This design comes from an exercise in tuning for small area and a short achievable clock period on the open sky130 flow, not from production work. Function was checked by simulation only, so behaviour that the tests miss may differ from the original. Power figures rest on the tool's default switching activity, not on a simulated workload.

==> flow/design.v (excerpt) <==
module hpf (
    input  wire        clk,
    input  wire        rst,           
    input  wire        op_valid,
    output wire        op_ready,
    input  wire [3:0]  op_sel,
    input  wire [7:0]  op_cmd,        
    input  wire [7:0]  op_plen,       
    input  wire [8:0]  op_flen,       
    input  wire [15:0] op_alg,        
    input  wire        pl_valid,
    input  wire [7:0]  pl_data,
    output wire        pl_ready,
    output wire        tx_valid,
    output wire [7:0]  tx_data,
    input  wire        tx_ready,
    input  wire        rx_valid,
    input  wire        rx_timeout,
    input  wire [7:0]  rx_data,
    output wire        rx_ready,
    output reg         done,
    output wire        busy,
    output reg  [2:0]  session,
    output wire [15:0] mode,
    output reg         mode_valid,
    output reg  [2:0]  res_kind,
    output reg         fb_valid,
    output wire [8:0]  fb_len,
    output reg         info_valid,
    output wire [7:0]  info_n,
    output reg  [15:0] info_pkt,
    output reg  [15:0] info_id,
    output reg  [7:0]  det_count,
    output reg  [3:0]  err_cause,
    output reg  [8:0]  err_len,
    output reg         close_strobe,
    output reg         det_valid,
    output wire [7:0]  det_kind,
    output wire [15:0] det_ax,
    output wire [15:0] det_ay,
    output wire [15:0] det_bx,
    output wire [15:0] det_by
);
Size: roughly 230 flip-flops.
clock: 6.0 ns
lec_check: 0
cap_margin: 20
core_margin: 2
core_utilization: 40
setup_slack_margin: 3.5
slew_margin: 20
standard.sh (not shown) runs the stock make flow with config.mk's settings and CLKGATE_MAP_FILE= SYNTH_SCRIPT=/design/flow/synth_recipe.tcl, a recipe that flattens the netlist after the stock synthesis.
==> flow/flow/run.sh <==
#!/bin/bash
# The standard layout, except that the buffers put on the ports are buf_1 cells
# (the standard flow picks clkdlybuf4s50_1, a delay cell almost three times larger).
set -euo pipefail
bash standard.sh "BUFFER_PORTS_ARGS=-buffer_cell sky130_fd_sc_hd__buf_1" finish > standard_flow.log 2>&1
Rerun with:
Settings changed: SETUP_SLACK_MARGIN 3.5 to 3.7.
=>
- The new run finished clean
- area after synthesis stays the same
- critical path depth fell by 1
- via count went up by 4.4%
- non-clock buffer count grows by 77
- routed wire length rose by 5.1%
- core utilization goes up by 3.8 points
- cell area climbs by 7.7%
- setup slack improves by 0.092 ns
- cell count increases by 5.7%
- register-to-register slack improves by 0.13 ns

build 22:
hpf, a different RTL version from the one above (not shown whole).
Size: roughly 860 cells after synthesis, roughly 210 flip-flops, ~0.0096 mm² of cells after synthesis.
Settings: LEC_CHECK=0, CAP_MARGIN=20, CORE_MARGIN=2, CORE_UTILIZATION=30, SETUP_SLACK_MARGIN=3.5, SLEW_MARGIN=20; clock period 6.0 ns.
==> flow/flow/run.sh <==
#!/bin/bash
# The standard layout with two changes to how it is built:
#  - the buffers put on the ports are buf_1 cells (the standard flow picks clkdlybuf4s50_1,
#    a delay cell almost three times larger);
#  - clock tree synthesis adds no dummy loads to its nets.
set -euo pipefail
bash standard.sh "BUFFER_PORTS_ARGS=-buffer_cell sky130_fd_sc_hd__buf_1" \
  "CTS_ARGS=-sink_clustering_enable -repair_clock_nets -dont_use_dummy_load" \
  finish > standard_flow.log 2>&1
The inputs of build 50 differ from those of build 22 as listed below.
Settings: CORE_UTILIZATION: 30 -> 50.
Notes after the runs:
Build 50: met1 routing resource usage after global routing 11 points above build 22. Summary of the comparison: total power is lower in build 50, relative to build 22. Build 50 against build 22: antenna cell count now smaller, initial DRC count now smaller, via count of the first global-routing pass now smaller, detailed-router iteration count before antenna repair now smaller. On portion of the clock cycle consumed by the worst path in the final layout, build 50 and build 22 are neck and neck. Compared with build 22, row count in build 50 decreased by more than 10%.
What build 16 does differently from build 50 at the input level:
Settings: CORE_UTILIZATION now 40, was 50.
==> flow/flow/run.sh <==
#!/bin/bash
# The standard layout, except that the buffers put on the ports are buf_1 cells
# (the standard flow picks clkdlybuf4s50_1, a delay cell almost three times larger).
set -euo pipefail
bash standard.sh "BUFFER_PORTS_ARGS=-buffer_cell sky130_fd_sc_hd__buf_1" finish > standard_flow.log 2>&1
- Compared with build 50, build 16 degrades design area.
- Build 16 vs build 50 on power per unit of standard cell area: build 16 is the higher one.
- Net count reported at finish: build 16 vs build 50 down 12
- Every stage of the flow completed for build 16, and the final layout passed the timing, design-rule and antenna checks.
- The hold slack of build 16 is higher than that of build 50.
- Vias: build 16 more than build 50
- Changes observed in build 16 relative to build 50: area added between synthesis and finish up 1.4 points; utilization after layout fell 12 points.
- Placed wire-length estimate after detailed placement of build 16 exceeds that of build 50 by a few percent.
- Switching power summed over all nets up 12% in build 16 wrt build 50
- Comparing the two runs side by side, build 16 comes out behind build 50 on pre-CTS setup slack.
Input changes introduced in build 35 (baseline for comparison: build 16):
==> flow/flow/run.sh <==
#!/bin/bash
# The standard layout, except: the buffers put on the ports are buf_1 cells (the standard flow
# picks clkdlybuf4s50_1, a delay cell almost three times larger), and the clock tree is built
# from larger sink clusters.
set -euo pipefail
bash standard.sh "BUFFER_PORTS_ARGS=-buffer_cell sky130_fd_sc_hd__buf_1" \
  "CTS_ARGS=-sink_clustering_enable -repair_clock_nets -sink_clustering_size 30 -sink_clustering_max_diameter 60 -sink_clustering_levels 1" \
  finish > standard_flow.log 2>&1
## What came out
Total number of cells along the worst setup path ended up 6 higher on build 35 than on build 16. Per the comparison of build 35 with build 16, net switching fraction of the power went up 2.6 points; worst setup slack went down. Against build 16, routed metal-1 wirelength in build 35 rose slightly. The higher final cell count of build 35 and build 16 is in build 16. When the final numbers for build 35 and build 16 were put side by side, the post-route clock skew turned out to be smaller in build 16. Build 16 ended up with dfxtp_4 as its critical path's slowest cell; build 35 ended up with edfxtp_1.
Relative to build 35, the following input files were edited for build 72:
Settings: CORE_UTILIZATION now 35, was 40.
==> flow/flow/run.sh <==
#!/bin/bash
# The standard layout with two changes to how it is built:
#  - the buffers put on the ports are buf_1 cells (the standard flow picks clkdlybuf4s50_1,
#    a delay cell almost three times larger);
#  - clock tree synthesis adds no dummy loads and uses sink clusters of at most 10.
set -euo pipefail
bash standard.sh "BUFFER_PORTS_ARGS=-buffer_cell sky130_fd_sc_hd__buf_1" \
  "CTS_ARGS=-sink_clustering_enable -repair_clock_nets -dont_use_dummy_load -sink_clustering_size 10" \
  finish > standard_flow.log 2>&1
--- outcome ---
- Build 72 contains more vias than build 35.
- Worst vdd rail ir drop: build 35 and build 72 compared, lower one is build 35
- Build 35 was larger in final cell area than build 72.
- Summary: with build 35 as the reference, cell area reported after detailed placement in build 72 moved up slightly.
- Summary of the comparison: first-pass GRT wire length is higher in build 72, relative to build 35.
- Re worst slew slack as a fraction of its limit: build 72 is 7.2 points up on build 35.
- Against build 35, setup slack in build 72 came out better.
- On register-to-register slack: between build 35 and build 72, it ends up lower for build 35.
- Of build 35 and build 72, the run reporting the lower relative contribution of combinational cells to total power was build 35.
- Number of ordinary and repair buffers in the finished layout ended up 3.2% higher on build 72 than on build 35.
- Of build 35 and build 72, build 35 shows the higher time the final worst path needs with I/O delays and setup, with build 72 below it.
The inputs of build 58 differ from those of build 72 as listed below.
Settings: a change of CORE_UTILIZATION from 35 to 50.
==> flow/flow/run.sh <==
#!/bin/bash
# The standard layout, except that the buffers put on the ports are buf_1 cells
# (the standard flow picks clkdlybuf4s50_1, a delay cell almost three times larger).
set -euo pipefail
bash standard.sh "BUFFER_PORTS_ARGS=-buffer_cell sky130_fd_sc_hd__buf_1" finish > standard_flow.log 2>&1
## What came out
- On post-route clock period utilization, the lower figure sits with build 72, not build 58.
- The startpoint-to-endpoint class of the critical path comes out reg2reg in one run and reg2out in the other, namely in build 58 and build 72 respectively.
- Looking only at global-route usage, and setting everything else aside, the higher value of build 58 and build 72 goes to build 58.
- Build 58 against build 72: clock-buffer cell count rose 23%, power rose 63 µW, die boundary height fell 16%, fraction of area in multi-input gates about even, critical path depth rose 7.
- Looking at die area, build 58 sits about 30% lower than build 72 does.
- Cell area after layout: build 72 vs build 58, no meaningful difference
- When build 58 is set beside build 72, its worst path buffer plus inverter count turns out to be 1 smaller.

[separate check: timing with driven ports]
Ports are ideal in the flow. The routed layouts listed here were re-timed in OpenROAD. Step 1 (the two cells are an assumption about what drives the block):
set clk [get_ports {clk}]
set_driving_cell -lib_cell sky130_fd_sc_hd__clkbuf_16 $clk
set_driving_cell -lib_cell sky130_fd_sc_hd__buf_2 [delete_from_list [all_inputs] $clk]
Step 2, shift: input delay + t, output delay - t, t = (earliest + latest rising clock arrival at the registers) / 2. This alone moves slack from input paths to output paths. a / b / c = no drivers / after step 1 / after step 2; a / b = the first two.
| run | t, ns | setup WS [ns] | latest minus earliest clock arrival (ns) | worst register clock-pin slew, ns | cell pins on the clock port's net |
|---|---|---|---|---|---|
| the first run of note 1 | 0.556 | 3.574 / 3.530 / 3.229 | 0.015 / 0.015 | 0.06 / 0.06 | 1 |
| the second run of note 1 | 0.562 | 3.666 / 3.624 / 3.316 | 0.013 / 0.013 | 0.06 / 0.06 | 1 |
| build 22 | 0.551 | 3.556 / 3.511 / 3.112 | 0.031 / 0.031 | 0.06 / 0.06 | 1 |
| build 50 | 0.534 | 3.560 / 3.513 / 3.138 | 0.019 / 0.019 | 0.06 / 0.06 | 1 |
| build 16 | 0.563 | 3.564 / 3.517 / 3.194 | 0.012 / 0.012 | 0.07 / 0.07 | 1 |
| build 35 | 0.554 | 3.546 / 3.517 / 3.203 | 0.021 / 0.021 | 0.10 / 0.10 | 1 |
| build 72 | 0.546 | 3.562 / 3.518 / 3.162 | 0.035 / 0.035 | 0.06 / 0.06 | 1 |
| build 58 | 0.538 | 3.521 / 3.521 / 3.113 | 0.009 / 0.009 | 0.06 / 0.06 | 1 |
After both steps every run listed still meets setup and hold. For build 22, which loses most, drivers alone change the setup slack by -0.045 ns; drivers and shift together by -0.444 ns.
